This is an optimization exercise on Yosys and OpenROAD, whose aim is small area, a short achievable clock period and few clock cycles, not a production implementation.
Function was checked by simulation only, so behaviour that the tests miss may differ from the original.
Power is estimated from default activity; no workload was simulated.

<file path="flow/config.mk">
export PLATFORM = sky130hd
export DESIGN_NAME = ww_enc
export DESIGN_NICKNAME = ww_enc
export VERILOG_FILES = /design/flow/design.v
export SDC_FILE = /design/flow/constraint.sdc
export NUM_CORES = 4
export LEC_CHECK = 0
export ABC_AREA = 1
export CAP_MARGIN = 20
export CORE_MARGIN = 2
export CORE_UTILIZATION = 60
export SETUP_SLACK_MARGIN = 2.6
export SLEW_MARGIN = 20
export SYNTH_HIERARCHICAL = 1
export SYNTH_MEMORY_MAX_BITS = 16384
export TNS_END_PERCENT = 10
</file>
<file path="flow/constraint.sdc">
create_clock -name core_clock -period 6.0 [get_ports {clk}]
set_input_delay 1.2000 -clock core_clock [delete_from_list [all_inputs] [get_ports {clk}]]
set_output_delay 1.2000 -clock core_clock [all_outputs]
set_load 0.01 [all_outputs]
</file>
<file path="flow/design.v">
module ww_txt_code(utf, fin, sym, len, code);
  input utf;
  wire utf;
  input fin;
  wire fin;
  input [7:0] sym;
  wire [7:0] sym;
  output [3:0] len;
  wire [3:0] len;
  output [10:0] code;
  wire [10:0] code;
  wire _000_;
  wire _001_;
  wire _002_;
  wire _003_;
  wire _004_;
  wire _005_;
  wire _006_;
  wire _007_;
  wire _008_;
  wire _009_;
  wire _010_;
  wire _011_;
  wire _012_;
  wire _013_;
  wire _014_;
  wire _015_;
  wire _016_;
  wire _017_;
  wire _018_;
  wire _019_;
  wire _020_;
  wire _021_;
  wire _022_;
  wire _023_;
  wire _024_;
  wire _025_;
  wire _026_;
  wire _027_;
  wire _028_;
  wire _029_;
  wire _030_;
  wire _031_;
  wire _032_;
  wire _033_;
  wire _034_;
  wire _035_;
  wire _036_;
  wire _037_;
  wire _038_;
  wire _039_;
  wire _040_;
  wire _041_;
  wire _042_;
  wire _043_;
  wire _044_;
  wire _045_;
  wire _046_;
  wire _047_;
  wire _048_;
  wire _049_;
  wire _050_;
  wire _051_;
  wire _052_;
  wire _053_;
  wire _054_;
  wire _055_;
  wire _056_;
  wire _057_;
  wire _058_;
  wire _059_;
  wire _060_;
  wire _061_;
  wire _062_;
  wire _063_;
  wire _064_;
  wire _065_;
  wire _066_;
  wire _067_;
  wire _068_;
  wire _069_;
  wire _070_;
  wire _071_;
  wire _072_;
  wire _073_;
  wire _074_;
  wire _075_;
  wire _076_;
  wire _077_;
  wire _078_;
  wire _079_;
  wire _080_;
  wire _081_;
  wire _082_;
  wire _083_;
  wire _084_;
  wire _085_;
  wire _086_;
  wire _087_;
  wire _088_;
  wire _089_;
  wire _090_;
  wire _091_;
  wire _092_;
  wire _093_;
  wire _094_;
  wire _095_;
  wire _096_;
  wire _097_;
  wire _098_;
  wire _099_;
  wire _100_;
  wire _101_;
  wire _102_;
  wire _103_;
  wire _104_;
  wire _105_;
  wire _106_;
  wire _107_;
  wire _108_;
  wire _109_;
  wire _110_;
  wire _111_;
  wire _112_;
  wire _113_;
  wire _114_;
  wire _115_;
  wire _116_;
  wire _117_;
  wire _118_;
  wire _119_;
  wire _120_;
  wire _121_;
  wire _122_;
  wire _123_;
  wire _124_;
  wire _125_;
  wire _126_;
  wire _127_;
  wire _128_;
  wire _129_;
  wire _130_;
  wire _131_;
  wire _132_;
  wire _133_;
  wire _134_;
  wire _135_;
  wire _136_;
  wire _137_;
  wire _138_;
  wire _139_;
  wire _140_;
  wire _141_;
  wire _142_;
  wire _143_;
  wire _144_;
  wire _145_;
  wire _146_;
  wire _147_;
  wire _148_;
  wire _149_;
  wire _150_;
  wire _151_;
  wire _152_;
  wire _153_;
  wire _154_;
  wire _155_;
  wire _156_;
  wire _157_;
  wire _158_;
  wire _159_;
  wire _160_;
  wire _161_;
  wire _162_;
  wire _163_;
  wire _164_;
  wire _165_;
  wire _166_;
  wire _167_;
  wire _168_;
  wire _169_;
  wire _170_;
  wire _171_;
  wire _172_;
  wire _173_;
  wire _174_;
  wire _175_;
  wire _176_;
  wire _177_;
  wire _178_;
  wire _179_;
  wire _180_;
  wire _181_;
  wire _182_;
  wire _183_;
  wire _184_;
  wire _185_;
  wire _186_;
  wire _187_;
  wire _188_;
  wire _189_;
  wire _190_;
  wire _191_;
  wire _192_;
  wire _193_;
  wire _194_;
  wire _195_;
  wire _196_;
  wire _197_;
  wire _198_;
  wire _199_;
  wire _200_;
  wire _201_;
  wire _202_;
  wire _203_;
  wire _204_;
  wire _205_;
  wire _206_;
  wire _207_;
  wire _208_;
  wire _209_;
  wire _210_;
  wire _211_;
  wire _212_;
  wire _213_;
  wire _214_;
  wire _215_;
  wire _216_;
  wire _217_;
  wire _218_;
  wire _219_;
  wire _220_;
  wire _221_;
  wire _222_;
  wire _223_;
  wire _224_;
  wire _225_;
  wire _226_;
  wire _227_;
  wire _228_;
  wire _229_;
  wire _230_;
  wire _231_;
  wire _232_;
  wire _233_;
  wire _234_;
  wire _235_;
  wire _236_;
  wire _237_;
  wire _238_;
  wire _239_;
  wire _240_;
  wire _241_;
  wire _242_;
  wire _243_;
  wire _244_;
  wire _245_;
  wire _246_;
  wire _247_;
  wire _248_;
  wire _249_;
  wire _250_;
  wire _251_;
  wire _252_;
  wire _253_;
  wire _254_;
  wire _255_;
  wire _256_;
  wire _257_;
  wire _258_;
  wire _259_;
  wire _260_;
  wire _261_;
  wire _262_;
  wire _263_;
  wire _264_;
  wire _265_;
  wire _266_;
  wire _267_;
  wire _268_;
  wire _269_;
  wire _270_;
  wire _271_;
  wire _272_;
  wire _273_;
  wire _274_;
  wire _275_;
  wire _276_;
  wire _277_;
  wire _278_;
  wire _279_;
  wire _280_;
  wire _281_;
  wire _282_;
  wire _283_;
  wire _284_;
  wire _285_;
  wire _286_;
  wire _287_;
  wire _288_;
  wire _289_;
  wire _290_;
  wire _291_;
  wire _292_;
  wire _293_;
  wire _294_;
  wire _295_;
  wire _296_;
  wire _297_;
  wire _298_;
  wire _299_;
  wire _300_;
  wire _301_;
  wire _302_;
  wire _303_;
  wire _304_;
  wire _305_;
  wire _306_;
  wire _307_;
  wire _308_;
  wire _309_;
  wire _310_;
  wire _311_;
  wire _312_;
  wire _313_;
  wire _314_;
  wire _315_;
  wire _316_;
  wire _317_;
  wire _318_;
  wire _319_;
  wire _320_;
  wire _321_;
  wire _322_;
  wire _323_;
  wire _324_;
  wire _325_;
  wire _326_;
  wire _327_;
  wire _328_;
  wire _329_;
  wire _330_;
  wire _331_;
  wire _332_;
  wire _333_;
  wire _334_;
  wire _335_;
  wire _336_;
  wire _337_;
  wire _338_;
  wire _339_;
  wire _340_;
  wire _341_;
  wire _342_;
  wire _343_;
  wire _344_;
  wire _345_;
  wire _346_;
  wire _347_;
  wire _348_;
  wire _349_;
  wire _350_;
  wire _351_;
  wire _352_;
  wire _353_;
  wire _354_;
  wire _355_;
  wire _356_;
  wire _357_;
  wire _358_;
  wire _359_;
  wire _360_;
  wire _361_;
  wire _362_;
  wire _363_;
  wire _364_;
  wire _365_;
  assign _156_ = ~sym[5];
  assign _167_ = ~sym[1];
  assign _178_ = ~sym[7];
  assign _189_ = ~(fin | utf);
  assign _199_ = sym[5] & sym[6];
  assign _210_ = ~(sym[2] | sym[1]);
  assign _221_ = ~(sym[3] | sym[2]);
  assign _231_ = _210_ & ~(sym[3]);
  assign _242_ = sym[1] | sym[0];
  assign _253_ = sym[0] | ~(_231_);
  assign _263_ = sym[1] & sym[0];
  assign _273_ = sym[2] | sym[0];
  assign _283_ = ~(sym[2] | _263_);
  assign _292_ = ~(sym[3] & sym[2]);
  assign _301_ = sym[3] & sym[1];
  assign _308_ = _210_ | ~(sym[3]);
  assign _309_ = _283_ | ~(sym[3]);
  assign _310_ = _253_ & _309_;
  assign _311_ = sym[6] & ~(sym[4]);
  assign _312_ = _310_ & _311_;
  assign _313_ = _199_ | _312_;
  assign _314_ = sym[4] & sym[5];
  assign _315_ = sym[0] | ~(_210_);
  assign _316_ = sym[3] | ~(_315_);
  assign _317_ = ~(_283_ & _316_);
  assign _318_ = ~(_314_ & _317_);
  assign _319_ = ~(sym[3] | sym[4]);
  assign _320_ = sym[4] | sym[1];
  assign _321_ = ~(_210_ & _319_);
  assign _322_ = sym[4] | ~(_221_);
  assign _323_ = sym[0] | _321_;
  assign _324_ = _156_ | _323_;
  assign _325_ = _318_ & _324_;
  assign _326_ = ~(_313_ & _325_);
  assign _327_ = ~(_178_ & _326_);
  assign _328_ = ~(_189_ & _327_);
  assign _329_ = sym[5] & ~(sym[6]);
  assign _330_ = sym[4] & _329_;
  assign _331_ = _292_ & _314_;
  assign _332_ = sym[6] | ~(_331_);
  assign _333_ = ~(_308_ & _330_);
  assign _334_ = _178_ & _333_;
  assign _335_ = sym[2] & _242_;
  assign _336_ = ~(sym[2] & _242_);
  assign _337_ = _242_ & ~(_292_);
  assign _338_ = sym[4] | _337_;
  assign _339_ = sym[3] & sym[4];
  assign _340_ = sym[2] & _339_;
  assign _341_ = ~(_273_ & _339_);
  assign _342_ = _283_ | ~(_339_);
  assign _343_ = sym[6] & _342_;
  assign _344_ = _338_ & _343_;
  assign _345_ = _199_ | _344_;
  assign _346_ = ~(_253_ & _314_);
  assign _347_ = _324_ & _345_;
  assign _348_ = ~(_346_ & _347_);
  assign _349_ = ~(_334_ & _348_);
  assign _350_ = sym[2] & sym[1];
  assign _351_ = sym[2] & _263_;
  assign _352_ = sym[3] | _351_;
  assign _353_ = _314_ & _352_;
  assign _354_ = ~(sym[7] & _353_);
  assign _355_ = _335_ & _339_;
  assign _356_ = ~(sym[6] & _355_);
  assign _357_ = sym[7] & ~(_199_);
  assign _358_ = ~(_356_ & _357_);
  assign _359_ = utf & ~(fin);
  assign _360_ = _354_ & _359_;
  assign _361_ = _358_ & _360_;
  assign _362_ = ~(_349_ & _361_);
  assign code[9] = _328_ & _362_;
  assign _363_ = ~(_221_ & _330_);
  assign _364_ = sym[3] ^ _315_;
  assign _365_ = _156_ | _364_;
  assign _000_ = ~(_345_ & _365_);
  assign _001_ = ~(_363_ & _000_);
  assign _002_ = ~(_178_ & _001_);
  assign _003_ = _353_ | ~(sym[6]);
  assign _004_ = sym[1] & ~(_292_);
  assign _005_ = ~(sym[4] | _004_);
  assign _006_ = _005_ | ~(_329_);
  assign _007_ = sym[7] & _006_;
  assign _008_ = ~(_003_ & _007_);
  assign _009_ = utf & _008_;
  assign _010_ = ~(_002_ & _009_);
  assign _011_ = sym[4] ? _310_ : _364_;
  assign _012_ = ~(_199_ & _011_);
  assign _013_ = sym[6] & ~(sym[5]);
  assign _014_ = sym[4] | _309_;
  assign _015_ = sym[4] & ~(sym[3]);
  assign _016_ = ~(_283_ & _015_);
  assign _017_ = _242_ & ~(_263_);
  assign _018_ = _322_ | ~(_017_);
  assign _019_ = _016_ & _018_;
  assign _020_ = ~(_014_ & _019_);
  assign _021_ = ~(_013_ & _020_);
  assign _022_ = sym[1] | _363_;
  assign _023_ = ~(sym[7] | utf);
  assign _024_ = _022_ & _023_;
  assign _025_ = _021_ & _024_;
  assign _026_ = _012_ & _025_;
  assign _027_ = ~(fin | _026_);
  assign code[8] = ~(_010_ & _027_);
  assign _028_ = ~(_315_ & _336_);
  assign _029_ = _339_ | ~(_028_);
  assign _030_ = _210_ | ~(_339_);
  assign _031_ = _199_ & _030_;
  assign _032_ = ~(sym[4] & _210_);
  assign _033_ = ~(_029_ & _031_);
  assign _034_ = _263_ & ~(sym[2]);
  assign _035_ = ~(sym[2] ^ _263_);
  assign _036_ = _339_ | ~(_013_);
  assign _037_ = _035_ | _036_;
  assign _038_ = ~(sym[3] ^ _210_);
  assign _039_ = ~(_330_ & _038_);
  assign _040_ = _023_ & _037_;
  assign _041_ = _039_ & _040_;
  assign _042_ = ~(_033_ & _041_);
  assign _043_ = _156_ & ~(_005_);
  assign _044_ = _355_ | ~(_043_);
  assign _045_ = ~(sym[6] | _005_);
  assign _046_ = sym[5] | _045_;
  assign _047_ = sym[4] | ~(_352_);
  assign _048_ = _351_ | ~(_015_);
  assign _049_ = sym[6] & _048_;
  assign _050_ = ~(_047_ & _049_);
  assign _051_ = ~(_046_ & _050_);
  assign _052_ = ~(_044_ & _051_);
  assign _053_ = ~(_007_ & _052_);
  assign _054_ = _319_ & _028_;
  assign _055_ = _335_ ? sym[4] : sym[3];
  assign _056_ = _054_ | _055_;
  assign _057_ = ~(_013_ & _056_);
  assign _058_ = ~(_221_ | _301_);
  assign _059_ = _331_ & _058_;
  assign _060_ = sym[6] | _059_;
  assign _061_ = _339_ & ~(_017_);
  assign _062_ = _028_ | _061_;
  assign _063_ = ~(_199_ & _062_);
  assign _064_ = _060_ & _063_;
  assign _065_ = ~(_057_ & _064_);
  assign _066_ = _178_ & _065_;
  assign _067_ = ~(fin | _066_);
  assign _068_ = _053_ & _067_;
  assign _069_ = _189_ | _068_;
  assign code[7] = ~(_042_ & _069_);
  assign _070_ = sym[3] | _350_;
  assign _071_ = _319_ & ~(_350_);
  assign _072_ = sym[5] | _071_;
  assign _073_ = sym[5] & ~(_070_);
  assign _074_ = ~(_032_ & _073_);
  assign _075_ = _072_ & _074_;
  assign _076_ = sym[6] | _075_;
  assign _077_ = ~(sym[6] & _030_);
  assign _078_ = _156_ & ~(_017_);
  assign _079_ = ~(_321_ & _078_);
  assign _080_ = _077_ | _079_;
  assign _081_ = _199_ & _017_;
  assign _082_ = _199_ & _339_;
  assign _083_ = _081_ | _082_;
  assign _084_ = ~(_341_ & _083_);
  assign _085_ = sym[4] | _231_;
  assign _086_ = _080_ & _084_;
  assign _087_ = _178_ & _076_;
  assign _088_ = _086_ & _087_;
  assign _089_ = ~(fin | _088_);
  assign _090_ = utf | _089_;
  assign _091_ = _263_ & ~(_292_);
  assign _092_ = ~(_263_ & _340_);
  assign _093_ = ~(_043_ & _092_);
  assign _094_ = sym[5] & ~(_091_);
  assign _095_ = ~(_352_ & _094_);
  assign _096_ = ~(_093_ & _095_);
  assign _097_ = ~(sym[6] & _096_);
  assign _098_ = sym[7] & _359_;
  assign _099_ = ~(sym[1] & _339_);
  assign _100_ = ~(_339_ & _350_);
  assign _101_ = ~(_045_ & _100_);
  assign _102_ = _098_ & _101_;
  assign _103_ = ~(_097_ & _102_);
  assign _104_ = ~(fin | sym[7]);
  assign _105_ = _178_ & _359_;
  assign _106_ = _156_ & ~(_321_);
  assign _107_ = _060_ | _106_;
  assign _108_ = _340_ | ~(_017_);
  assign _109_ = sym[6] & _108_;
  assign _110_ = _013_ | _109_;
  assign _111_ = sym[5] | _340_;
  assign _112_ = _028_ & ~(_111_);
  assign _113_ = ~(_322_ & _112_);
  assign _114_ = ~(_110_ & _113_);
  assign _115_ = ~(_107_ & _114_);
  assign _116_ = ~(_105_ & _115_);
  assign _117_ = _103_ & _116_;
  assign code[6] = ~(_090_ & _117_);
  assign _118_ = ~(_013_ & _108_);
  assign _119_ = ~(sym[5] | sym[6]);
  assign _120_ = _321_ | ~(_119_);
  assign _121_ = _178_ & _120_;
  assign _122_ = ~(sym[0] & _030_);
  assign _123_ = ~(_199_ & _122_);
  assign _124_ = ~(sym[2] & _015_);
  assign _125_ = _321_ & _329_;
  assign _126_ = ~(_124_ & _125_);
  assign _127_ = _123_ & _126_;
  assign _128_ = _121_ & _127_;
  assign _129_ = ~(_118_ & _128_);
  assign _130_ = _004_ | ~(_070_);
  assign _131_ = ~(sym[4] & _070_);
  assign _132_ = sym[0] | _131_;
  assign _133_ = ~(_130_ & _132_);
  assign _134_ = ~(_013_ & _133_);
  assign _135_ = sym[6] | _130_;
  assign _136_ = _035_ | ~(_199_);
  assign _137_ = sym[7] & _136_;
  assign _138_ = _135_ & _137_;
  assign _139_ = ~(_134_ & _138_);
  assign _140_ = utf & _129_;
  assign _141_ = ~(_139_ & _140_);
  assign _142_ = _339_ ? _283_ : sym[0];
  assign _143_ = _156_ | _142_;
  assign _144_ = sym[6] & ~(_122_);
  assign _145_ = _199_ | _144_;
  assign _146_ = ~(_143_ & _145_);
  assign _147_ = sym[5] | _131_;
  assign _148_ = ~(sym[6] | _071_);
  assign _149_ = ~(_167_ & _331_);
  assign _150_ = _148_ & _149_;
  assign _151_ = ~(_147_ & _150_);
  assign _152_ = _023_ & _151_;
  assign _153_ = _146_ & _152_;
  assign _154_ = ~(fin | _153_);
  assign code[5] = ~(_141_ & _154_);
  assign _155_ = _323_ & _342_;
  assign _157_ = _156_ | _155_;
  assign _158_ = ~(_145_ & _157_);
  assign _159_ = ~(_210_ & _015_);
  assign _160_ = _156_ & _159_;
  assign _161_ = ~(_085_ & _160_);
  assign _162_ = ~(sym[1] & _015_);
  assign _163_ = ~(_321_ & _162_);
  assign _164_ = ~(sym[5] & _163_);
  assign _165_ = _292_ | ~(_314_);
  assign _166_ = sym[6] | ~(_165_);
  assign _168_ = _161_ & ~(_166_);
  assign _169_ = ~(_164_ & _168_);
  assign _170_ = ~(_158_ & _169_);
  assign _171_ = ~(_178_ & _170_);
  assign _172_ = _308_ | _351_;
  assign _173_ = ~(_032_ & _131_);
  assign _174_ = ~(_172_ & _173_);
  assign _175_ = ~(_210_ | _350_);
  assign _176_ = sym[4] | _175_;
  assign _177_ = _013_ & _176_;
  assign _179_ = ~(_174_ & _177_);
  assign _180_ = sym[6] | ~(_175_);
  assign _181_ = sym[7] & ~(_081_);
  assign _182_ = _180_ & _181_;
  assign _183_ = ~(_179_ & _182_);
  assign _184_ = utf & _183_;
  assign _185_ = ~(_171_ & _184_);
  assign _186_ = _314_ | _135_;
  assign _187_ = ~(sym[6] & _165_);
  assign _188_ = sym[0] | _301_;
  assign _190_ = sym[0] | _333_;
  assign _191_ = _187_ & _190_;
  assign _192_ = _023_ & _191_;
  assign _193_ = _186_ & _192_;
  assign _194_ = ~(fin | _193_);
  assign code[4] = ~(_185_ & _194_);
  assign _195_ = ~(sym[6] & _111_);
  assign _196_ = sym[0] | ~(sym[6]);
  assign _197_ = _195_ ? sym[1] : sym[0];
  assign _198_ = _178_ | _197_;
  assign _200_ = sym[5] | _100_;
  assign _201_ = sym[6] & _200_;
  assign _202_ = ~(_157_ & _201_);
  assign _203_ = _314_ | _038_;
  assign _204_ = ~(_331_ & _188_);
  assign _205_ = ~(_203_ & _204_);
  assign _206_ = sym[6] | _205_;
  assign _207_ = _178_ & _206_;
  assign _208_ = ~(_202_ & _207_);
  assign _209_ = ~(_198_ & _208_);
  assign _211_ = ~(utf & _209_);
  assign _212_ = _339_ & _034_;
  assign _213_ = ~(sym[5] & _212_);
  assign _214_ = _201_ & _213_;
  assign _215_ = ~(_324_ & _214_);
  assign _216_ = _329_ & ~(_176_);
  assign _217_ = ~(_167_ & _319_);
  assign _218_ = _119_ & _217_;
  assign _219_ = _175_ | ~(_218_);
  assign _220_ = _332_ & _023_;
  assign _222_ = _219_ & _220_;
  assign _223_ = _222_ & ~(_216_);
  assign _224_ = _215_ & _223_;
  assign _225_ = ~(fin | _224_);
  assign code[3] = ~(_211_ & _225_);
  assign _226_ = _156_ & ~(_350_);
  assign _227_ = _226_ & ~(_155_);
  assign _228_ = _187_ | _227_;
  assign _229_ = ~(_119_ & _175_);
  assign _230_ = _178_ & _229_;
  assign _232_ = sym[2] | _099_;
  assign _233_ = _176_ & _232_;
  assign _234_ = ~(_329_ & _233_);
  assign _235_ = _230_ & _234_;
  assign _236_ = ~(_228_ & _235_);
  assign _237_ = sym[7] & sym[0];
  assign _238_ = _195_ & _237_;
  assign _239_ = ~(fin | _238_);
  assign _240_ = ~(_236_ & _239_);
  assign _241_ = ~(utf & _240_);
  assign _243_ = _167_ | _341_;
  assign _244_ = sym[5] & _243_;
  assign _245_ = ~(_323_ & _244_);
  assign _246_ = sym[5] | ~(sym[1]);
  assign _247_ = _111_ & _246_;
  assign _248_ = ~(_245_ & _247_);
  assign _249_ = ~(sym[6] & _248_);
  assign _250_ = _320_ & _329_;
  assign _251_ = ~(_099_ & _250_);
  assign _252_ = _178_ & _251_;
  assign _254_ = _249_ & _252_;
  assign _255_ = ~(sym[1] & _119_);
  assign _256_ = _255_ | ~(_322_);
  assign _257_ = _189_ & _256_;
  assign _258_ = _120_ & _257_;
  assign _259_ = ~(_254_ & _258_);
  assign code[2] = ~(_241_ & _259_);
  assign _260_ = _359_ & _255_;
  assign _261_ = ~(_254_ & _260_);
  assign _262_ = sym[0] & ~(_015_);
  assign _264_ = ~(_032_ & _262_);
  assign _265_ = ~(_329_ & _264_);
  assign _266_ = ~(sym[0] & _322_);
  assign _267_ = ~(_218_ & _266_);
  assign _268_ = _178_ & _189_;
  assign _269_ = _196_ & _268_;
  assign _270_ = _077_ & _269_;
  assign _271_ = _267_ & _270_;
  assign _272_ = ~(_265_ & _271_);
  assign code[1] = ~(_261_ & _272_);
  assign _274_ = _071_ & _119_;
  assign _275_ = utf | _274_;
  assign _276_ = ~(_333_ & _077_);
  assign _277_ = ~(utf & _276_);
  assign _278_ = _104_ & _275_;
  assign _279_ = sym[0] & _278_;
  assign code[0] = _277_ & _279_;
  assign _280_ = ~(sym[6] & _155_);
  assign _281_ = sym[6] & _105_;
  assign _282_ = ~(_155_ & _281_);
  assign _284_ = ~(_333_ & _280_);
  assign _285_ = sym[7] | _284_;
  assign _286_ = ~(_189_ & _285_);
  assign len[3] = _282_ & _286_;
  assign _287_ = _268_ | ~(_282_);
  assign len[2] = _284_ & _287_;
  assign _288_ = ~(_283_ & _082_);
  assign _289_ = ~(_178_ & _288_);
  assign _290_ = ~(_189_ & _289_);
  assign _291_ = _334_ | ~(_359_);
  assign len[1] = _290_ & _291_;
  assign _293_ = _156_ | _280_;
  assign _294_ = ~(_334_ & _293_);
  assign _295_ = ~(_358_ & _294_);
  assign _296_ = ~(_359_ & _295_);
  assign _297_ = ~(_333_ & _288_);
  assign _298_ = _274_ | _297_;
  assign _299_ = ~(_268_ & _298_);
  assign len[0] = ~(_296_ & _299_);
  assign _300_ = _253_ & ~(_338_);
  assign _302_ = sym[5] | _300_;
  assign _303_ = _281_ & _302_;
  assign _304_ = ~(_157_ & _303_);
  assign _305_ = _189_ & _013_;
  assign _306_ = ~(_155_ & _305_);
  assign _307_ = _290_ & _306_;
  assign code[10] = _304_ & _307_;
endmodule
module ww_enc #(
    parameter W = 32               
) (
    input  wire        clk,
    input  wire        rst,
    input  wire        in_valid,
    output wire        in_ready,
    input  wire [2:0]  in_op,
    input  wire        in_end,
    input  wire [31:0] in_data,
    output wire        out_valid,
    input  wire        out_ready,
    output wire [7:0]  out_data
);
    localparam [2:0] OP_ASCII = 3'd0,
                     OP_UTF8  = 3'd1,
                     OP_RAW   = 3'd2,
                     OP_SYM   = 3'd3,
                     OP_ALIGN = 3'd4;
    localparam C16 = 4,            
               C13 = 3,            
               C11 = 2,            
               C8  = 1,            
               C7  = 0;            
    reg         r_v;
    reg  [2:0]  r_op;
    reg         r_end;
    reg  [31:0] r_d;
    reg         r_big;             
    reg         r_mid;             
    reg         r_byte;            
    reg  [1:0]  r_ph;              
    reg  [4:0]  r_c;               
    reg         in_value;          
    reg         x_v;
    reg  [15:0] x_chunk;           
    reg  [4:0]  x_len;
    reg         x_wait;            
    reg  [W-1:0] q;
    reg  [5:0]   n;
    reg  [5:0]   m;
    reg          ov;               
    reg  [4:0]   rc;               
    wire first = !in_value;
    wire [3:0]  tx_len;
    wire [10:0] tx_code;
    ww_txt_code u_txt (.utf(r_op[0]), .fin(r_end), .sym(r_d[7:0]),
                       .len(tx_len), .code(tx_code));
    wire is_asc = (r_op == OP_ASCII);
    wire is_utf = (r_op == OP_UTF8);
    wire is_raw = (r_op == OP_RAW);
    wire is_sym = (r_op == OP_SYM);
    wire is_aln = r_op[2];
    reg  [3:0]  b_len;
    reg  [10:0] b_code;
    always @(*) begin
        b_len  = tx_len;
        b_code = tx_code;
        if (is_raw) begin
            b_len  = (r_end || r_d[7:0] != 8'd0) ? 4'd8 : 4'd0;
            b_code = r_end ? 11'd0 : {r_d[7:0], 3'b000};
        end
    end
    reg  [1:0]  t_len;
    reg  [2:0]  t_code;
    always @(*) begin
        t_len  = 2'd0;
        t_code = 3'b000;
        if (first) begin
            if (is_asc)      begin t_len = 2'd1; t_code = 3'b000; end
            else if (is_utf) begin t_len = 2'd2; t_code = 3'b100; end
            else if (is_raw) begin t_len = 2'd3; t_code = 3'b110; end
        end
    end
    wire [13:0] t_chunk = {t_code, 11'd0} | ({b_code, 3'd0} >> t_len);
    reg  [15:0] s_chunk;
    reg  [4:0]  s_len;
    always @(*) begin
        if (r_ph == 2'd2) begin
            s_chunk = {r_d[5:0], 10'd0};            s_len = 5'd6;
        end else if (r_ph == 2'd1) begin
            s_chunk = r_d[21:6];                    s_len = 5'd16;
        end else if (r_big) begin
            s_chunk = {6'b111111, r_d[31:22]};      s_len = 5'd16;
        end else if (r_mid) begin
            s_chunk = {6'b111110, r_d[15:6]};       s_len = 5'd16;
        end else if (r_byte) begin
            s_chunk = {5'b11110, r_d[7:0], 3'd0};   s_len = 5'd13;
        end else begin
            s_chunk = {4'b1110, r_d[3:0], 8'd0};    s_len = 5'd8;
        end
    end
    wire last = !is_sym || r_ph == 2'd2 || (r_ph == 2'd0 && !r_big && !r_mid);
    wire [2:0]  n_x   = n[2:0] + (x_v ? x_len[2:0] : 3'd0);
    wire [2:0]  a_len = 3'd0 - n_x;
    wire [15:0] chunk = is_sym ? s_chunk : is_aln ? 16'd0 : {t_chunk, 2'd0};
    wire [4:0]  clen  = is_sym ? s_len : is_aln ? {2'd0, a_len}
                                       : {1'b0, b_len} + {3'd0, t_len};
    wire [4:0] rn = {m <= W - 16, m <= W - 13, m <= W - 11, m <= W - 8, m <= W - 7};
    wire [4:0] lmax = ({5{r_c[C16]}} & 5'd16) | ({5{r_c[C13]}} & 5'd13) |
                      ({5{r_c[C11]}} & 5'd11) | ({5{r_c[C8]}} & 5'd8) |
                      ({5{r_c[C7]}} & 5'd7);
    wire room_now = |(r_c & rn);
    wire room     = |(r_c & rc);
    wire adv   = r_v && !x_wait && room;
    wire r_go  = adv && last;
    assign in_ready = !r_v || r_go;
    wire   take     = in_valid && in_ready;
    wire        in_value_nx = (r_go && !r_op[2] && r_op != OP_SYM) ? !r_end : in_value;
    wire        in_big  = |in_data[31:16];
    wire        in_mid  = |in_data[15:8];
    wire        in_byte = |in_data[7:4];
    wire [7:0]  in_b = in_data[7:0];
    wire        in_letter = !in_b[7] && in_b[6] && (in_b[4:0] != 5'd0) && (in_b[4:0] <= 5'd26);
    wire        in_digit  = (in_b[7:4] == 4'd3) && (in_b[3:0] <= 4'd9);
    wire        in_c7 = !in_end && (in_op == OP_ASCII ? (in_letter || in_digit) :
                                    in_op == OP_UTF8  ? in_letter : 1'b0);
    wire        in_c8 = !in_end && (in_op == OP_RAW || (in_op == OP_UTF8 && in_digit))
                        || in_end && in_op == OP_RAW;
    wire [4:0]  in_c = (in_op == OP_SYM) ? ((in_big | in_mid) ? 5'b10000 :
                                            in_byte ? 5'b01000 : 5'b00010) :
                       in_op[2]          ? 5'b00001 :
                       !in_value_nx      ? 5'b01000 :
                       in_c7             ? 5'b00001 :
                       in_c8             ? 5'b00010 : 5'b00100;
    wire pop = ov && out_ready;
    assign out_valid = ov;
    assign out_data  = q[W-1:W-8];
    wire         x_in  = x_v && !x_wait;    
    wire [15:0]  x_bits = x_in ? x_chunk : 16'd0;
    wire [W-1:0] q_ins = q | ({x_bits, {(W-16){1'b0}}} >> n);
    wire [5:0]   n_ins = n + (x_in ? {1'b0, x_len} : 6'd0);
    wire [5:0]   m_a   = n + (x_in ? {1'b0, x_len} : 6'd0) + {1'b0, lmax};
    wire [5:0]   m_b   = x_wait ? m : n_ins;
    wire [5:0]   m_adv = adv ? m_a : m_b;
    wire [5:0]   m_nx  = {m_adv[5:3] - {2'd0, pop}, m_adv[2:0]};
    wire [5:0]   n_nx  = {n_ins[5:3] - {2'd0, pop}, n_ins[2:0]};
    function [4:0] fits(input [5:0] v, input [1:0] k);
        fits = {v <= W - 16 + 8 * k, v <= W - 13 + 8 * k, v <= W - 11 + 8 * k,
                v <= W - 8 + 8 * k,  v <= W - 7 + 8 * k};
    endfunction
    wire [4:0]   fa0 = fits(m_a, 2'd0), fa1 = fits(m_a, 2'd1), fa2 = fits(m_a, 2'd2);
    wire [4:0]   fb0 = fits(m_b, 2'd0), fb1 = fits(m_b, 2'd1), fb2 = fits(m_b, 2'd2);
    wire [4:0]   f0  = adv ? fa0 : fb0;
    wire [4:0]   f1  = adv ? fa1 : fb1;
    wire [4:0]   f2  = adv ? fa2 : fb2;
    wire         ge8  = (n_ins >= 6'd8);
    wire         ge16 = (n_ins >= 6'd16);
    wire [4:0]   rc_nx = pop ? (ge16 ? f2 : f1) : (ge8 ? f1 : f0);
    always @(posedge clk) begin
        if (take) begin
            r_op   <= in_op;
            r_end  <= in_end;
            r_d    <= in_data;
            r_big  <= in_big;
            r_mid  <= in_mid;
            r_byte <= in_byte;
        end
        if (take) begin
            r_c  <= in_c;
            r_ph <= 2'd0;
        end else if (adv) begin
            r_c  <= (r_ph == 2'd0 && r_big) ? 5'b10000 : 5'b00001;
            r_ph <= (r_ph == 2'd0 && r_big) ? 2'd1 : 2'd2;
        end
        if (rst) begin
            r_v      <= 1'b0;
            in_value <= 1'b0;
            x_v      <= 1'b0;
            ov       <= 1'b0;
            rc       <= 5'b11111;
            x_wait   <= 1'b0;
            n        <= 6'd0;
            m        <= 6'd0;
            q        <= {W{1'b0}};
        end else begin
            if (in_ready)
                r_v <= in_valid;
            if (r_go && !r_op[2] && r_op != OP_SYM)
                in_value <= !r_end;
            if (!x_wait) begin
                x_v     <= adv;
                x_chunk <= chunk;
                x_len   <= clen;
                x_wait  <= adv && !room_now && !out_ready;
            end else begin
                x_wait  <= !pop;
            end
            m  <= m_nx;
            n  <= n_nx;
            ov <= (n_nx >= 6'd8);
            rc <= rc_nx;
            q <= pop ? {q_ins[W-9:0], 8'd0} : q_ins;
        end
    end
endmodule
</file>
<file path="flow/run.sh">
#!/bin/bash
# synth_recipe.tcl (not shown) runs the flow's synth.tcl, then flattens the netlist and writes it again
# the make line also repeats each setting of config.mk as NAME=value (left out here)
make -C /OpenROAD-flow-scripts/flow DESIGN_CONFIG=/design/flow/config.mk WORK_HOME=/design/flow/orfs CLKGATE_MAP_FILE= SYNTH_SCRIPT=/design/flow/synth_recipe.tcl finish
</file>
==> results of run 1 <==
-- Yosys stat by module, one instance, submodules excluded --
module | times used | cells inside | flip-flops and latches
ww_enc | 1 | 1056 | 121
ww_txt_code | 1 | 334 | 0
-- layout make-up --
| type | instances | area, µm² |
|---|---|---|
| multi-input combinational | 1057 | 5620 |
| fill | 1419 | 4910 |
| sequential | 121 | 3090 |
| timing repair buffer | 70 | 651 |
| inverter | 159 | 617 |
| clock buffer | 17 | 425 |
| tap | 216 | 270 |
| clock inverter | 15 | 131 |
-- timing repair --
item                                    CTS  global route
pin swaps                                 2             2
setup buffers                            12             5
resized for setup                         8            15
endpoints found under the setup margin   12            28
-- critical path: stages (launching register included) --
cell	delay (ns)
edfxtp_1	1.02
nand2_4	0.31
o21ai_4	0.30
o31ai_1	0.10
nand2_1	0.07
nand2_1	0.05
nand2_1	0.05
nand2_1	0.05
inv_1	0.09
ha_1	0.16
inv_1	0.06
fa_1	0.36
or2_2	0.31
o32ai_1	0.30
-- per-layer routing --
layer	global-route usage, %	routed length (µm)	up-vias
met5	0	0	-
met4	14.0	934	0
met3	8.28	3080	84
met2	54.6	13000	538
met1	46.2	11900	4468
li1	-	-	4732
-- path summary, 6_finish.rpt --
| check | startpoint | end | slack, ns | depth (start not counted) |
|---|---|---|---|---|
| setup / recovery | r_d[3] | x_len[4] | 2.58 | 13 |
| hold / removal | q[1] | q[1] | 0.45 | 2 |
| setup reg to reg | r_d[3] | x_len[4] | 2.58 | 13 |
| hold reg to reg | q[1] | q[1] | 0.45 | 2 |
-- cell usage in the layout (no fill, tap or decap), types with 23 or more instances in the layout --
master           instances
o21ai_0                 92
a21oi_1                 54
clkdlybuf4s50_1         48
ha_1                    24
inv_1                  138
o21ai_1                 50
nand3_1                 79
nor2_1                 126
nand2_1                400
edfxtp_1                65
nand2_2                 23
dfxtp_1                 51
-- registers in the layout, summed over array words and instances, names as in the netlist --
signal / count
r_d: 32
x_chunk: 16
n: 6
ov: 1
r_c: 5
r_end: 1
x_len: 5
r_byte: 1
q: 32
x_wait: 1
m: 6
rc: 5
r_big: 1
r_v: 1
r_op: 3
r_ph: 2
x_v: 1
r_mid: 1
in_value: 1
-- metrics by stage --
step / util, % / worst slack [ns] / power, µW / cell area [µm²]
2_1_floorplan: - / 2.96 / 2340 / 9560
3_3_place_gp: 63.9 / 2.24 / 2700 / 10000
3_5_place_dp: 63.9 / 2.12 / 2710 / 10000
4_1_cts: 68.2 / 2.57 / 3710 / 10700
5_1_grt: 68.7 / 2.46 / 4010 / 10800
6_report: 68.7 / 2.58 / 3770 / 10800
-- power groups by stage --
stage / Sequential (µW) / Combinational [µW] / Clock [µW]
floorplan: 1120 / 1220 / 0
global placement: 1190 / 1510 / 0
detailed placement: 1190 / 1520 / 0
CTS: 1170 / 1570 / 981
global route: 1180 / 1810 / 1010
finish: 1170 / 1630 / 974
-- cells by family (layout without fill, tap and decap cells) --
family / count (synthesis) / in the layout / synth area share [%]
xor+xnor: 6 / 6 / 0.746
simple gates: 708 / 708 / 33.3
buf+inv: 212 / 261 / 9.52
flops: 121 / 121 / 32.2
mux: 6 / 6 / 0.759
compound gates: 308 / 308 / 19.5
fa+ha+maj: 29 / 29 / 4.03
==> results by group, run 1 <==
Detailed routing
  – Initial drt markers: about 1100
  – WL per Instance: 17.5 µm
  – Via count: about 9800
  – Post-route ant nets: 0
  – First drt pass iteration count: 6
  – Vias/cell: 5.93
  – Residual DRC: 0
  – Final wirelength: around 29000 µm

Die
  – Initial Util: 60.8%
  – Die Width: 130 µm
  – # rows: 46
  – I/O pin total: 50
  – Die footprint: approximately 0.017 mm²
  – Die Y: between 100 and 150 µm
  – Core box area: around 0.016 mm²

CTS
  – CTS HTree Levels: 4
  – Root Driver: clkbuf_16
  – Clk buf depth: 2
  – CTS tree: yes
  – Clk Latency, worst-skew pair: ~0.42 ns
  – Inserted Clock Buffers: 17
  – Clk slew on worst S/H paths: about 0.060 ns
  – Clk sinks: between 100 and 150
  – Hold buffer count at CTS: 0

STA
  – Slew headroom: between 30% and 40%
  – F_max: 292 MHz
  – Final setup viols: 0
  – Least-Margin Pin Slew: between 1 and 1.5 ns
  – Worst hold slack: about 0.45 ns
  – Slew Viols, Final: 0
  – RSZ-0062 raised after global routing: true
  – Minimum clock period: around 3.4 ns
  – Fin. Hold Viols: 0
  – Fin Setup TNS: 0 ns
  – Clk_skew: between 0.008 and 0.009 ns
  – Ratio of final minimum period to clock period: 57.0%

Synthesis
  – Asr flop ratio synth: 0%
  – Top-count cell post-synth: nand2_1
  – Syn Area/Cell: around 7 µm²
  – Top post-synthesis cells by count: nand2_1, inv_1, nor2_1, o21ai_0, nand3_1
  – Cell area after synthesis: 0.00956 mm²
  – Post-synthesis cell type count: 63
  – EDFF count, synth: 65
  – Synth top area share: 20.4%
  – Synthesized instance count: roughly 1400
  – #FFs+latches synth: approximately 120
  – Area contributors post-synth: edfxtp_1, nand2_1, dfxtp_1
  – Syn_nets: 1459
  – Post-synth top area cell: edfxtp_1
  – Dominant synthesized flop cell: edfxtp_1
  – Post-synthesis sequential area ratio: between 30% and 40%
  – Synth warn: 7

Power
  – Leak: about 0.0047 µW
  – Switching pwr: around 1600 µW
  – Clock share of power: between 20% and 30%
  – Pwr/cell area: 349 mW/mm²
  – Peak supply drop: between 0.2 and 0.3 mV
  – Seq pwr share: a little under a third
  – Comb pwr share: 43.2%
  – Net Sw Frac: a little over two fifths
  – Internal Pwr Total: 2150 µW

Setup path
  – Setup CP Type: reg2reg
  – Startpoint Class: flip-flop
  – Worst Path Required: between 6 and 7 ns
  – Crit Path Max Fanout: 17
  – Crit path capture type: flip-flop
  – Critical Path AT: around 3.7 ns

Global routing
  – Antenna violations before repair: 0
  – Largest net degree at the start of global routing: between 40 and 50
  – Vias in the first global route: approximately 9000
  – GRT Overall Usage: 34.7%
  – First-pass GRT wire length: approximately 45000 µm
  – Gr ovfl total: 0

Placement
  – Post-DP HPWL: 21400 µm
  – IO buf count: 49
  – Placed Cells: around 1600
  – GP Congestion: between 1 and 1.5

Run
  – Max cap viols: 0

Outcome
  – Status: no timing/DRC/antenna violations

Cells and area
  – Share of cells above drive strength 1: between 10 and 15%
  – ANT cells: 0
  – Area growth syn-to-layout: 13.0%
  – Final std cells w/o fill: approximately 1700
  – Final #Nets: between 1000 and 1500

Hold path
  – Worst hold path class: reg2reg
Testbench counts, summed over its fixed seeds: cycles 7,403.
==> inputs of run 2 (changes only) <==
--- a/flow/config.mk
+++ b/flow/config.mk
@@ -10,4 +10,6 @@
 export CORE_MARGIN = 2
 export CORE_UTILIZATION = 60
+export CTS_BUF_LIST = sky130_fd_sc_hd__clkbuf_4 sky130_fd_sc_hd__clkbuf_8
+export CTS_CLUSTER_SIZE = 40
 export SETUP_SLACK_MARGIN = 2.6
 export SLEW_MARGIN = 20
==> run 2 against run 1 <==
Effect of this change:
- still clean on timing, DRC and antenna
- register-to-register slack better by 0.02 ns
- die area stayed put
- global-route usage is 0.23 points lower
- flip-flop and latch count stayed put
- utilization is 1.1 points lower
- clock power is 28% lower
- clock skew is 0.0056 ns higher
- non-clock buffer count is 4 higher
- final cell count is 0.24% higher
- total power is 7.7% lower
- synthesized cell count stayed put
- design area is 1.6% lower
- critical path type unchanged
- highest routed layer unchanged
==> results by group, run 2 <==
Outcome
  – Status: no timing/DRC/antenna violations

Cells and area
  – Highest-count cells in the layout ignoring fill and taps: nand2_1, inv_1, nor2_1
  – Commonest non-fill, non-tap cell in the layout: nand2_1
  – Final core utilization: 67.6% (-1.1 points)
  – Final #Nets: 1499 (+0.27%)
  – Final std cells w/o fill: 1659 (+0.24%)
  – Top Registers: q (32), r_d (32), x_chunk (16)
  – Area growth syn-to-layout: 11.2%
  – Share of cells above drive strength 1: 12.3% (+0.31 points)
  – ANT cells: 0 (unchanged)

CTS
  – Clk Latency, worst-skew pair: 0.46 ns (+0.04 ns)
  – Root Driver: clkbuf_8
  – Clk slew on worst S/H paths: 0.08 ns (+0.02 ns)
  – CTS tree: yes
  – Inserted Clock Buffers: 17 (unchanged)
  – Clk buf depth: 2 (unchanged)
  – Hold buffer count at CTS: 0 (unchanged)
  – Clk sinks: 121 (unchanged)
  – CTS HTree Levels: 4 (unchanged)

STA
  – Slew headroom: 38.2% (+6.0 points)
  – Final setup viols: 0 (unchanged)
  – F_max: 294 MHz (+0.66%)
  – Clk_skew: 0.0136 ns (+0.00556 ns)
  – Least-Margin Pin Slew: 0.926 ns (-0.0909 ns)
  – Slew Viols, Final: 0 (unchanged)
  – Ratio of final minimum period to clock period: 56.7% (-0.37 points)
  – RSZ-0062 raised after global routing: true
  – Fin. Hold Viols: 0 (unchanged)
  – Fin Setup TNS: 0 ns (unchanged)
  – Minimum clock period: 3.40 ns (-0.0224 ns)

Placement
  – IO buf count: 49 (unchanged)
  – GP Congestion: 1.05 (unchanged)
  – Post-DP HPWL: 21400 µm (unchanged)
  – Placed Cells: 1606 (unchanged)

Setup path
  – Critical Path AT: 3.67 ns (+0.02 ns)
  – Setup CP Type: reg2reg
  – Setup crit end: x_len[4]
  – Worst Path Required: 6.28 ns (+0.05 ns)
  – Crit Path Max Fanout: 16 (-1)
  – Slowest CP cell: edfxtp_1
  – R2R depth: 12 (-1)
  – R2R Setup Slk: 2.60 ns (+0.02 ns)
  – Reg2reg start: r_d[5]
  – Crit path capture type: flip-flop
  – CP cell instances: inv_2 > nand2_1 > nor3_1 > o31ai_1 > nand2_1 > nand2_1 > inv_1 > ha_1 > inv_1 > fa_1 > or2_2 > o32ai_1
  – Slowest stage delay, CP: 0.76 ns (-0.26 ns)
  – Crit path top cell by count: nand2_1
  – R2R Path End: x_len[4]
  – Startpoint Class: flip-flop
  – Critical path startpoint: r_d[5]

Die
  – Die Y: 130 µm (unchanged)
  – Die footprint: 0.0170 mm² (unchanged)
  – # rows: 46 (unchanged)
  – Initial Util: 60.8% (unchanged)
  – Die Width: 130 µm (unchanged)
  – Core box area: 0.0157 mm² (unchanged)
  – I/O pin total: 50 (unchanged)

Synthesis
  – Post-synthesis sequential area ratio: 32.2% (unchanged)
  – Syn_nets: 1459 (unchanged)
  – Syn Area/Cell: 6.88 µm² (unchanged)
  – Dominant synthesized flop cell: edfxtp_1
  – Cell area after synthesis: 0.00956 mm² (unchanged)
  – #FFs+latches synth: 121 (unchanged)
  – Synth warn: 7 (unchanged)
  – Top post-synthesis cells by count: nand2_1, inv_1, nor2_1, o21ai_0, nand3_1
  – Synth top area share: 20.4% (unchanged)
  – Post-synthesis cell type count: 63 (unchanged)
  – Area contributors post-synth: edfxtp_1, nand2_1, dfxtp_1
  – Post-synth top area cell: edfxtp_1
  – Top-count cell post-synth: nand2_1
  – EDFF count, synth: 65 (unchanged)
  – Asr flop ratio synth: 0% (unchanged)
  – Synthesized instance count: 1390 (unchanged)

Power
  – Peak supply drop: 0.225 mV (-22%)
  – Leak: 0.00467 µW (-1.6%)
  – Pwr/cell area: 327 mW/mm² (-6.3%)
  – Tot Pwr: 3480 µW (-7.7%)

Detailed routing
  – Residual DRC: 0 (unchanged)
  – Initial drt markers: 1115 (-0.62%)
  – Final wirelength: 28700 µm (-0.73%)
  – Post-route ant nets: 0 (unchanged)
  – Vias/cell: 5.93 (about the same)
  – First drt pass iteration count: 5 (-1)
  – Via count: 9841 (+0.19%)
  – WL per Instance: 17.3 µm (-0.97%)

Global routing
  – First-pass GRT wire length: 45200 µm (-0.23%)
  – Gr ovfl total: 0 (unchanged)
  – Vias in the first global route: 9051 (+0.28%)
  – GRT Overall Usage: 34.5% (-0.23 points)
  – Antenna violations before repair: 0 (unchanged)
  – Largest net degree at the start of global routing: 46 (unchanged)

Run
  – Max cap viols: 0 (unchanged)

Hold path
  – Worst hold path class: reg2reg
[run 2: cell counts after synthesis]
No cell type changed its count.
[run 2: layer usage]
layer	up-vias	part of all wire (%)	GRT usage, %
met2	503	45	53.8
met5	-	0	0
li1	4735	-	-
met3	85	9.5	7.46
met1	4518	43	46.9
met4	0	3.2	13.7
[run 2: cells by family after synthesis]
| kind of cell | Yosys count | share of synthesized area, % |
|---|---|---|
| and+or+nand+nor | 708 | 33.3 |
| muxes | 6 | 0.759 |
| adders and majority gates | 29 | 4.03 |
| buffers and inverters | 212 | 9.52 |
| xor gates and xnor gates | 6 | 0.746 |
| DFF | 121 | 32.2 |
| AOI/OAI and AO/OA | 308 | 19.5 |
[run 2: report_power, final]
part	total [µW]	internal, µW	switching, µW
clock network	698	300	398
registers	1160	1040	118
logic	1620	561	1060
total	3480	1910	1570
[run 2: final cells by class]
type,count,area [µm²]
Multi-Input combinational cell,1057,5610
Sequential cell,121,3090
Tap cell,216,270
Clock inverter,15,131
Timing Repair Buffer,74,677
Inverter,159,617
Clock buffer,17,234
Fill cell,1436,5080
[run 2: Yosys stat by module, one instance, submodules excluded]
module,times used,area [µm²],flops+latches,cells
ww_txt_code,1,1690,0,334
ww_enc,1,7870,121,1056
[run 2: how the worst min path moves through the flow]
stage / from / endpoint / cells after the start
final: q[1] / q[1] / 2
after global routing: q[4] / q[4] / 2
after CTS: q[6] / q[6] / 2
after detailed placement: q[6] / q[6] / 2
after global placement: q[7] / q[7] / 2
after floorplan: q[1] / q[1] / 2
[run 2: timing repair]
item | in CTS | in global routing
setup endpoints to repair | 12 | 20
buffers inserted | 10 | 11
resized for setup | 9 | 16
pin swaps | 2 | 3
[run 2: worst max-delay path: cells and delay by family, from the launching register on]
| kind | cells | cell delay [ns] |
|---|---|---|
| DFF | 1 | 0.76 |
| buffers and inverters | 3 | 0.58 |
| AOI/OAI and AO/OA | 2 | 0.38 |
| adders and majority gates | 2 | 0.52 |
| and+or+nand+nor | 5 | 0.98 |
[run 2: metrics by stage]
stage	worst slack [ns]	hold slack (ns)	cell area, µm²
final	2.60	0.458	10600
after detailed placement	2.12	0.438	10000
after global routing	2.51	0.476	10600
after global placement	2.24	0.432	10000
after floorplan	2.96	0.421	9560
after CTS	2.55	0.457	10500
==> inputs of run 3 (changes only) <==
--- a/flow/design.v
+++ b/flow/design.v
@@ -785,5 +785,5 @@
     reg  [2:0]  r_op;
     reg         r_end;
-    reg  [31:0] r_d;
+    reg  [31:0] r_d;               
     reg         r_big;             
     reg         r_mid;             
@@ -802,8 +802,6 @@
     reg  [4:0]   rc;               
     wire first = !in_value;
-    wire [3:0]  tx_len;
-    wire [10:0] tx_code;
-    ww_txt_code u_txt (.utf(r_op[0]), .fin(r_end), .sym(r_d[7:0]),
-                       .len(tx_len), .code(tx_code));
+    wire [3:0]  tx_len  = r_d[22:19];
+    wire [10:0] tx_code = r_d[18:8];
     wire is_asc = (r_op == OP_ASCII);
     wire is_utf = (r_op == OP_UTF8);
@@ -867,4 +865,10 @@
     wire   take     = in_valid && in_ready;
     wire        in_value_nx = (r_go && !r_op[2] && r_op != OP_SYM) ? !r_end : in_value;
+    wire [3:0]  in_tlen;
+    wire [10:0] in_tcode;
+    ww_txt_code u_txt (.utf(in_op[0]), .fin(in_end), .sym(in_data[7:0]),
+                       .len(in_tlen), .code(in_tcode));
+    wire        in_text = !in_op[2] && in_op != OP_SYM;
+    wire [31:0] in_d    = in_text ? {9'd0, in_tlen, in_tcode, in_data[7:0]} : in_data;
     wire        in_big  = |in_data[31:16];
     wire        in_mid  = |in_data[15:8];
@@ -911,5 +915,5 @@
             r_op   <= in_op;
             r_end  <= in_end;
-            r_d    <= in_data;
+            r_d    <= in_d;
             r_big  <= in_big;
             r_mid  <= in_mid;
--- a/flow/config.mk
+++ b/flow/config.mk
@@ -12,5 +12,5 @@
 export CTS_BUF_LIST = sky130_fd_sc_hd__clkbuf_4 sky130_fd_sc_hd__clkbuf_8
 export CTS_CLUSTER_SIZE = 40
-export SETUP_SLACK_MARGIN = 2.6
+export SETUP_SLACK_MARGIN = 3.2
 export SLEW_MARGIN = 20
 export SYNTH_HIERARCHICAL = 1
==> run 3 against run 2 <==
Effect of this change:
- utilization up 2.4 points
- clock skew up 0.0025 ns
- design area up 3.9%
- critical endpoint is now in_ready
==> results by group, run 3 <==
Cells and area
  – Area growth syn-to-layout: 14.9%
  – Final #Nets: 1551 (+3.5%)
  – Top Registers: q (32), r_d (32), x_chunk (16)
  – FILL cells: 1376 (-4.2%)
  – Commonest non-fill, non-tap cell in the layout: nand2_1
  – ANT cells: 0 (unchanged)
  – Final std cells w/o fill: 1712 (+3.2%)
  – Share of cells above drive strength 1: 14.6% (+2.2 points)
  – Post-route cell area: 0.0110 mm² (+3.9%)
  – Highest-count cells in the layout ignoring fill and taps: nand2_1, inv_1, nor2_1

STA
  – Slew Viols, Final: 0 (unchanged)
  – RSZ-0062 raised after global routing: true
  – Clk_skew: 0.0160 ns (+0.00245 ns)
  – Ratio of final minimum period to clock period: 51.6% (-5.1 points)
  – Fin Setup TNS: 0 ns (unchanged)
  – Slew headroom: 31.4% (-6.8 points)
  – F_max: 323 MHz (+9.8%)
  – Minimum clock period: 3.10 ns (-0.303 ns)
  – Least-Margin Pin Slew: 1.03 ns (+0.102 ns)
  – Fin. Hold Viols: 0 (unchanged)
  – Final setup viols: 0 (unchanged)

Global routing
  – Antenna violations before repair: 0 (unchanged)
  – Largest net degree at the start of global routing: 43 (-6.5%)
  – Gr ovfl total: 0 (unchanged)
  – First-pass GRT wire length: 48000 µm (+6.0%)
  – GRT Overall Usage: 36.2% (+1.8 points)
  – Vias in the first global route: 9447 (+4.4%)

Setup path
  – Slowest CP cell: edfxtp_1
  – Crit path top cell by count: nand2_4
  – R2R Setup Slk: 3.01 ns (+0.41 ns)
  – R2R depth: 19 (+7)
  – Worst Path Required: 4.80 ns (-1.48 ns)
  – Crit Path Max Fanout: 3 (-13)
  – Startpoint Class: flip-flop
  – Setup CP Type: reg2out
  – Setup crit end: in_ready
  – CP cell instances: a22o_1 > o21ai_4 > clkinvlp_4 > nand2_4 > nand2_4 > buf_6
  – Crit path capture type: output pin
  – R2R Path End: m[5]
  – Critical Path AT: 1.90 ns (-1.77 ns)
  – Critical path startpoint: r_c[1]
  – Reg2reg start: x_len[0]
  – Slowest stage delay, CP: 0.46 ns (-0.30 ns)

CTS
  – Clk Latency, worst-skew pair: 0.46 ns (about the same)
  – Clk sinks: 121 (unchanged)
  – CTS HTree Levels: 4 (unchanged)
  – Root Driver: clkbuf_8
  – Clk buf depth: 2 (unchanged)
  – Inserted Clock Buffers: 17 (unchanged)
  – Clk slew on worst S/H paths: 0.08 ns (about the same)
  – Hold buffer count at CTS: 0 (unchanged)
  – CTS tree: yes

Placement
  – Post-DP Area: 0.0102 mm² (+1.3%)
  – IO buf count: 49 (unchanged)
  – Placed Cells: 1654 (+3.0%)
  – GP Congestion: 1.00 (-4.5%)
  – Post-DP HPWL: 22500 µm (+5.0%)

Die
  – Initial Util: 60.9% (+0.12 points)
  – # rows: 46 (unchanged)
  – Die Width: 131 µm (+0.27%)
  – I/O pin total: 50 (unchanged)
  – Die Y: 131 µm (+0.27%)
  – Core box area: 0.0158 mm² (+0.37%)
  – Die footprint: 0.0170 mm² (+0.55%)

Detailed routing
  – Residual DRC: 0 (unchanged)
  – WL per Instance: 18.0 µm (+4.3%)
  – Initial drt markers: 1209 (+8.4%)
  – First drt pass iteration count: 6 (+1)
  – Post-route ant nets: 0 (unchanged)
  – Final wirelength: 30900 µm (+7.6%)
  – Via count: 10300 (+4.3%)
  – Vias/cell: 6.00 (+1.1%)

Synthesis
  – Syn Area/Cell: 6.69 µm² (-2.7%)
  – Synthesized instance count: 1437 (+3.4%)
  – Syn_nets: 1505 (+3.2%)
  – #FFs+latches synth: 121 (unchanged)
  – Synth warn: 7 (unchanged)
  – Post-synthesis cell type count: 61 (-3.2%)
  – Post-synth top area cell: edfxtp_1
  – Asr flop ratio synth: 0% (unchanged)
  – Synth top area share: 20.3% (-0.11 points)
  – Top post-synthesis cells by count: nand2_1, inv_1, nor2_1, o21ai_0, nand3_1
  – Dominant synthesized flop cell: edfxtp_1
  – Area contributors post-synth: edfxtp_1, nand2_1, dfxtp_1
  – Cell area after synthesis: 0.00961 mm² (+0.56%)
  – Post-synthesis sequential area ratio: 32.0% (-0.18 points)
  – EDFF count, synth: 65 (unchanged)
  – Top-count cell post-synth: nand2_1

Power
  – Tot Pwr: 3650 µW (+5.0%)
  – Leak: 0.00484 µW (+3.7%)
  – Peak supply drop: 0.263 mV (+17%)
  – Pwr/cell area: 331 mW/mm² (+1.1%)

Outcome
  – Status: no timing/DRC/antenna violations

Run
  – Max cap viols: 0 (unchanged)

Hold path
  – Worst hold path class: reg2reg
-- run 3: routing by layer --
metal | global-route usage, % | part of all wire, % | wire length (µm) | vias up
met5 | 0 | 0 | 0 | -
met4 | 16.3 | 4.2 | 1310 | 0
met2 | 58.3 | 46 | 14200 | 585
met3 | 7.13 | 9.0 | 2760 | 121
met1 | 47.5 | 41 | 12600 | 4677
li1 | - | - | - | 4885
-- run 3: final cells by class --
cell class | count | area, µm² | share of cell area [%]
multi-input combinational | 1094 | 5850 | 53.0
sequential | 121 | 3080 | 27.9
timing repair buffer | 80 | 737 | 6.68
inverter | 169 | 661 | 5.98
tap | 216 | 270 | 2.45
clock buffer | 18 | 241 | 2.19
clock inverter | 14 | 193 | 1.75
-- run 3: per-module statistics from Yosys (local to each module, per instance) --
| module | copies in the design | flip-flops and latches | cell area [µm²] | cells inside |
|---|---|---|---|---|
| ww_txt_code | 1 | 0 | 1690 | 334 |
| ww_enc | 1 | 121 | 7920 | 1103 |
-- run 3: power breakdown --
group	internal (µW)	switching, µW
Combinational	587	1080
Clock	460	357
Sequential	1050	118
Total	2100	1560
-- run 3: worst min path at each step --
stage | start | to | slack [ns] | cells past startpoint
final | q[3] | q[3] | 0.46 | 2
after CTS | q[3] | q[3] | 0.46 | 2
after floorplan | q[1] | q[1] | 0.42 | 2
after global placement | q[4] | q[4] | 0.43 | 2
after detailed placement | q[7] | q[7] | 0.44 | 2
after global routing | q[5] | q[5] | 0.50 | 2
-- run 3: cells by family after synthesis --
group	Yosys count	share of synthesized area [%]
AO/OA/AOI/OAI	321	20.0
flip-flops	121	32.0
buffers and inverters	223	9.86
adder cells (fa/ha/maj)	28	3.88
AND/OR/NAND/NOR	731	32.9
multiplexers	6	0.755
XOR/XNOR	7	0.638
-- run 3: metrics by stage --
| stage | hold slack (ns) | setup WS [ns] | utilization [%] |
|---|---|---|---|
| after detailed placement | 0.439 | 2.00 | 64.5 |
| after floorplan | 0.421 | 3.11 | - |
| after global routing | 0.502 | 2.84 | 70.0 |
| after CTS | 0.457 | 2.87 | 69.4 |
| final | 0.456 | 2.90 | 70.0 |
| after global placement | 0.433 | 1.98 | 64.5 |
-- run 3: timing repair --
| item | CTS | global route |
|---|---|---|
| buffers inserted | 20 | 5 |
| gates cloned | 1 | 0 |
| hold endpoints to repair | 0 | 0 |
| setup endpoints to repair | 89 | 44 |
| resized for setup | 76 | 21 |
| pin swaps | 24 | 14 |
-- run 3: critical path: cells and delay by family (launching register included) --
kind | cells | cell delay (ns)
buffers and inverters | 2 | 0.32
DFF | 1 | 0.46
and+or+nand+nor | 2 | 0.19
AOI/OAI and AO/OA | 2 | 0.47
Testbench counts of run 3, summed over its fixed seeds: cycles 7,403.
==> inputs of run 4 (changes only) <==
--- a/flow/config.mk
+++ b/flow/config.mk
@@ -12,5 +12,5 @@
 export CTS_BUF_LIST = sky130_fd_sc_hd__clkbuf_4 sky130_fd_sc_hd__clkbuf_8
 export CTS_CLUSTER_SIZE = 40
-export SETUP_SLACK_MARGIN = 3.2
+export SETUP_SLACK_MARGIN = 2.9
 export SLEW_MARGIN = 20
 export SYNTH_HIERARCHICAL = 1
==> run 4 against run 3 <==
Effect of this change:
- total power about the same
- worst setup slack worse by 0.14 ns
- synthesized area did not move
==> results by group, run 4 <==
Outcome
  – Status: no timing/DRC/antenna violations

Die
  – Initial Util: 60.9% (unchanged)
  – # rows: 46 (unchanged)
  – Core box area: 0.0158 mm² (unchanged)
  – Die Y: 131 µm (unchanged)
  – Die Width: 131 µm (unchanged)
  – Die footprint: 0.0170 mm² (unchanged)
  – I/O pin total: 50 (unchanged)

Synthesis
  – Top-count cell post-synth: nand2_1
  – Syn Area/Cell: 6.69 µm² (unchanged)
  – Post-synthesis cell type count: 61 (unchanged)
  – Area contributors post-synth: edfxtp_1, nand2_1, dfxtp_1
  – Synth top area share: 20.3% (unchanged)
  – Post-synthesis sequential area ratio: 32.0% (unchanged)
  – EDFF count, synth: 65 (unchanged)
  – Post-synth top area cell: edfxtp_1
  – Dominant synthesized flop cell: edfxtp_1
  – Asr flop ratio synth: 0% (unchanged)
  – Cell area after synthesis: 0.00961 mm² (unchanged)
  – Syn_nets: 1505 (unchanged)
  – #FFs+latches synth: 121 (unchanged)
  – Synthesized instance count: 1437 (unchanged)
  – Top post-synthesis cells by count: nand2_1, inv_1, nor2_1, o21ai_0, nand3_1
  – Synth warn: 7 (unchanged)

CTS
  – CTS tree: yes
  – Inserted Clock Buffers: 17 (unchanged)
  – CTS HTree Levels: 4 (unchanged)
  – Hold buffer count at CTS: 0 (unchanged)
  – Clk Latency, worst-skew pair: 0.46 ns (about the same)
  – Clk buf depth: 2 (unchanged)
  – Root Driver: clkbuf_8
  – Clk sinks: 121 (unchanged)
  – Clk slew on worst S/H paths: 0.08 ns (about the same)

Cells and area
  – Top Registers: q (32), r_d (32), x_chunk (16)
  – Final core utilization: 69.4% (-0.65 points)
  – Highest-count cells in the layout ignoring fill and taps: nand2_1, inv_1, nor2_1
  – Area growth syn-to-layout: 13.8%
  – Post-route cell area: 0.0109 mm² (-0.93%)
  – ANT cells: 0 (unchanged)
  – Commonest non-fill, non-tap cell in the layout: nand2_1
  – Share of cells above drive strength 1: 12.9% (-1.7 points)
  – Final #Nets: 1546 (-0.32%)

Setup path
  – Crit-path leading delay family: compound AO/OA/AOI/OAI gates
  – Buffers & Inverters on Critical Path: 2 (unchanged)
  – CP cell instances: a22o_1 > o21ai_4 > clkinvlp_4 > nand2_2 > nand2_2 > clkdlybuf4s15_1
  – Crit path capture type: output pin
  – Worst Path Required: 4.80 ns (about the same)
  – Slowest CP cell: edfxtp_1
  – Startpoint Class: flip-flop
  – Critical Path AT: 2.03 ns (+0.13 ns)
  – Setup CP Type: reg2out
  – Slowest stage delay, CP: 0.43 ns (-0.03 ns)
  – Crit Path Max Fanout: 3 (unchanged)
  – Crit path top cell by count: nand2_2

Power
  – Tot Pwr: 3650 µW (about the same)
  – Leak: 0.00484 µW (-0.15%)
  – Peak supply drop: 0.242 mV (-8.2%)
  – Pwr/cell area: 334 mW/mm² (+0.94%)

STA
  – Slew Viols, Final: 0 (unchanged)
  – Ratio of final minimum period to clock period: 53.9% (+2.3 points)
  – RSZ-0062 raised after global routing: true
  – F_max: 309 MHz (-4.2%)
  – Final setup viols: 0 (unchanged)
  – Worst hold slack: 0.454 ns (-0.00174 ns)
  – Minimum clock period: 3.23 ns (+0.136 ns)
  – Fin. Hold Viols: 0 (unchanged)
  – Fin Setup TNS: 0 ns (unchanged)
  – Slew headroom: 44.5% (+13 points)
  – Least-Margin Pin Slew: 0.832 ns (-0.196 ns)
  – Clk_skew: 0.0210 ns (+0.00498 ns)

Detailed routing
  – DR top layer: met4
  – Met2 routed WL: 13600 µm (-4.3%)
  – Initial drt markers: 1281 (+6.0%)
  – First drt pass iteration count: 7 (+1)
  – Vias/cell: 6.02 (+0.44%)
  – Final wirelength: 30100 µm (-2.5%)
  – Post-route ant nets: 0 (unchanged)
  – DRT met1 WL: 12400 µm (-1.3%)
  – Residual DRC: 0 (unchanged)
  – Via count: 10300 (+0.088%)
  – WL per Instance: 17.6 µm (-2.2%)
  – Routed wl met3: 2830 µm (+2.2%)

Hold path
  – Worst hold path class: reg2reg

Placement
  – Post-DP HPWL: 22200 µm (-1.5%)
  – GP Congestion: 1.01 (+0.58%)
  – IO buf count: 49 (unchanged)
  – Post-DP Area: 0.0101 mm² (-0.39%)

Global routing
  – GRT Overall Usage: 35.6% (-0.67 points)
  – Antenna violations before repair: 0 (unchanged)
  – Largest net degree at the start of global routing: 43 (unchanged)
  – First-pass GRT wire length: 47200 µm (-1.7%)
  – Vias in the first global route: 9241 (-2.2%)
  – Gr ovfl total: 0 (unchanged)

Run
  – Max cap viols: 0 (unchanged)
-- run 4: metal layers --
layer	up-vias	GRT usage, %
li1	4880	-
met1	4686	48.6
met2	598	56.7
met3	113	4.97
met4	0	15.5
met5	-	0
-- run 4: cells by family after synthesis --
kind of cell / Yosys count / synth area share, %
AOI/OAI and AO/OA: 321 / 20.0
xor gates and xnor gates: 7 / 0.638
adders and majority gates: 28 / 3.88
buffers and inverters: 223 / 9.86
DFF: 121 / 32.0
muxes: 6 / 0.755
and+or+nand+nor: 731 / 32.9
-- run 4: worst paths after layout --
kind,start,end,slack [ns],cells past startpoint
hold reg to reg,q[6],q[6],0.45,2
hold / removal,q[6],q[6],0.45,2
setup / recovery,r_c[0],in_ready,2.77,6
setup reg to reg,x_len[0],rc[1],2.93,14
-- run 4: metrics by stage --
step	instances	setup WS (ns)
6_report	1706	2.77
5_1_grt	1706	2.69
4_1_cts	1698	2.80
3_5_place_dp	1655	2.01
3_3_place_gp	1655	2.01
2_1_floorplan	1437	2.94
-- run 4: report_power, final --
group          total (µW)  switching (µW)  internal, µW
registers            1160             111          1050
clock network         826             323           502
logic                1670            1070           591
total                3650            1510          2150
-- run 4: area by class of cell --
| cell class | instances | area [µm²] |
|---|---|---|
| multi-input combinational | 1094 | 5800 |
| fill | 1374 | 4830 |
| sequential | 121 | 3080 |
| timing repair buffer | 75 | 692 |
| inverter | 169 | 649 |
| clock buffer | 23 | 304 |
| tap | 216 | 270 |
| clock inverter | 8 | 141 |
-- run 4: per-module statistics from Yosys (local to each module, per instance) --
| module | copies in the design | cells inside | area [µm²] | flops+latches |
|---|---|---|---|---|
| ww_enc | 1 | 1103 | 7920 | 121 |
| ww_txt_code | 1 | 334 | 1690 | 0 |
-- run 4: repair_timing --
action	CTS	global route
pin swaps	6	17
endpoints found under the setup margin	45	32
buffers inserted	12	7
cloned	0	1
gates resized for setup	31	41
-- run 4: tightest hold or removal path: stages (launching register included) --
cell and delay (ns):
dfxtp_1 0.31, a21oi_1 0.04, nor2_1 0.07

## port drivers added, routing unchanged
The flow's constraints put no driver on any port. The routed layouts listed below were extracted and timed again, unchanged, in two steps. Step 1, drivers: a clkbuf_16 drives clk and a buf_2 each remaining input, both assumed. Step 2 times the ports against the registers' clock, not the clock port: input delays grow and output delays shrink by t, the midpoint of the rising clock arrivals with the driver on. Three values: no drivers, after step 1, after step 2; two values: the first two.
| run | t (ns) | setup WS [ns] | worst setup path after step 2 |
|---|---|---|---|
| run 1 | 0.467 | 2.578 / 2.578 / 2.529 | input to register |
| run 2 | 0.490 | 2.601 / 2.601 / 2.548 | input to register |
| run 3 | 0.493 | 2.904 / 2.865 / 2.541 | input to register |
| run 4 | 0.483 | 2.768 / 2.732 / 2.327 | input to register |
After both steps every run listed still meets setup and hold. For run 4, which loses most, drivers alone change the setup slack by -0.036 ns; drivers and shift together by -0.441 ns.
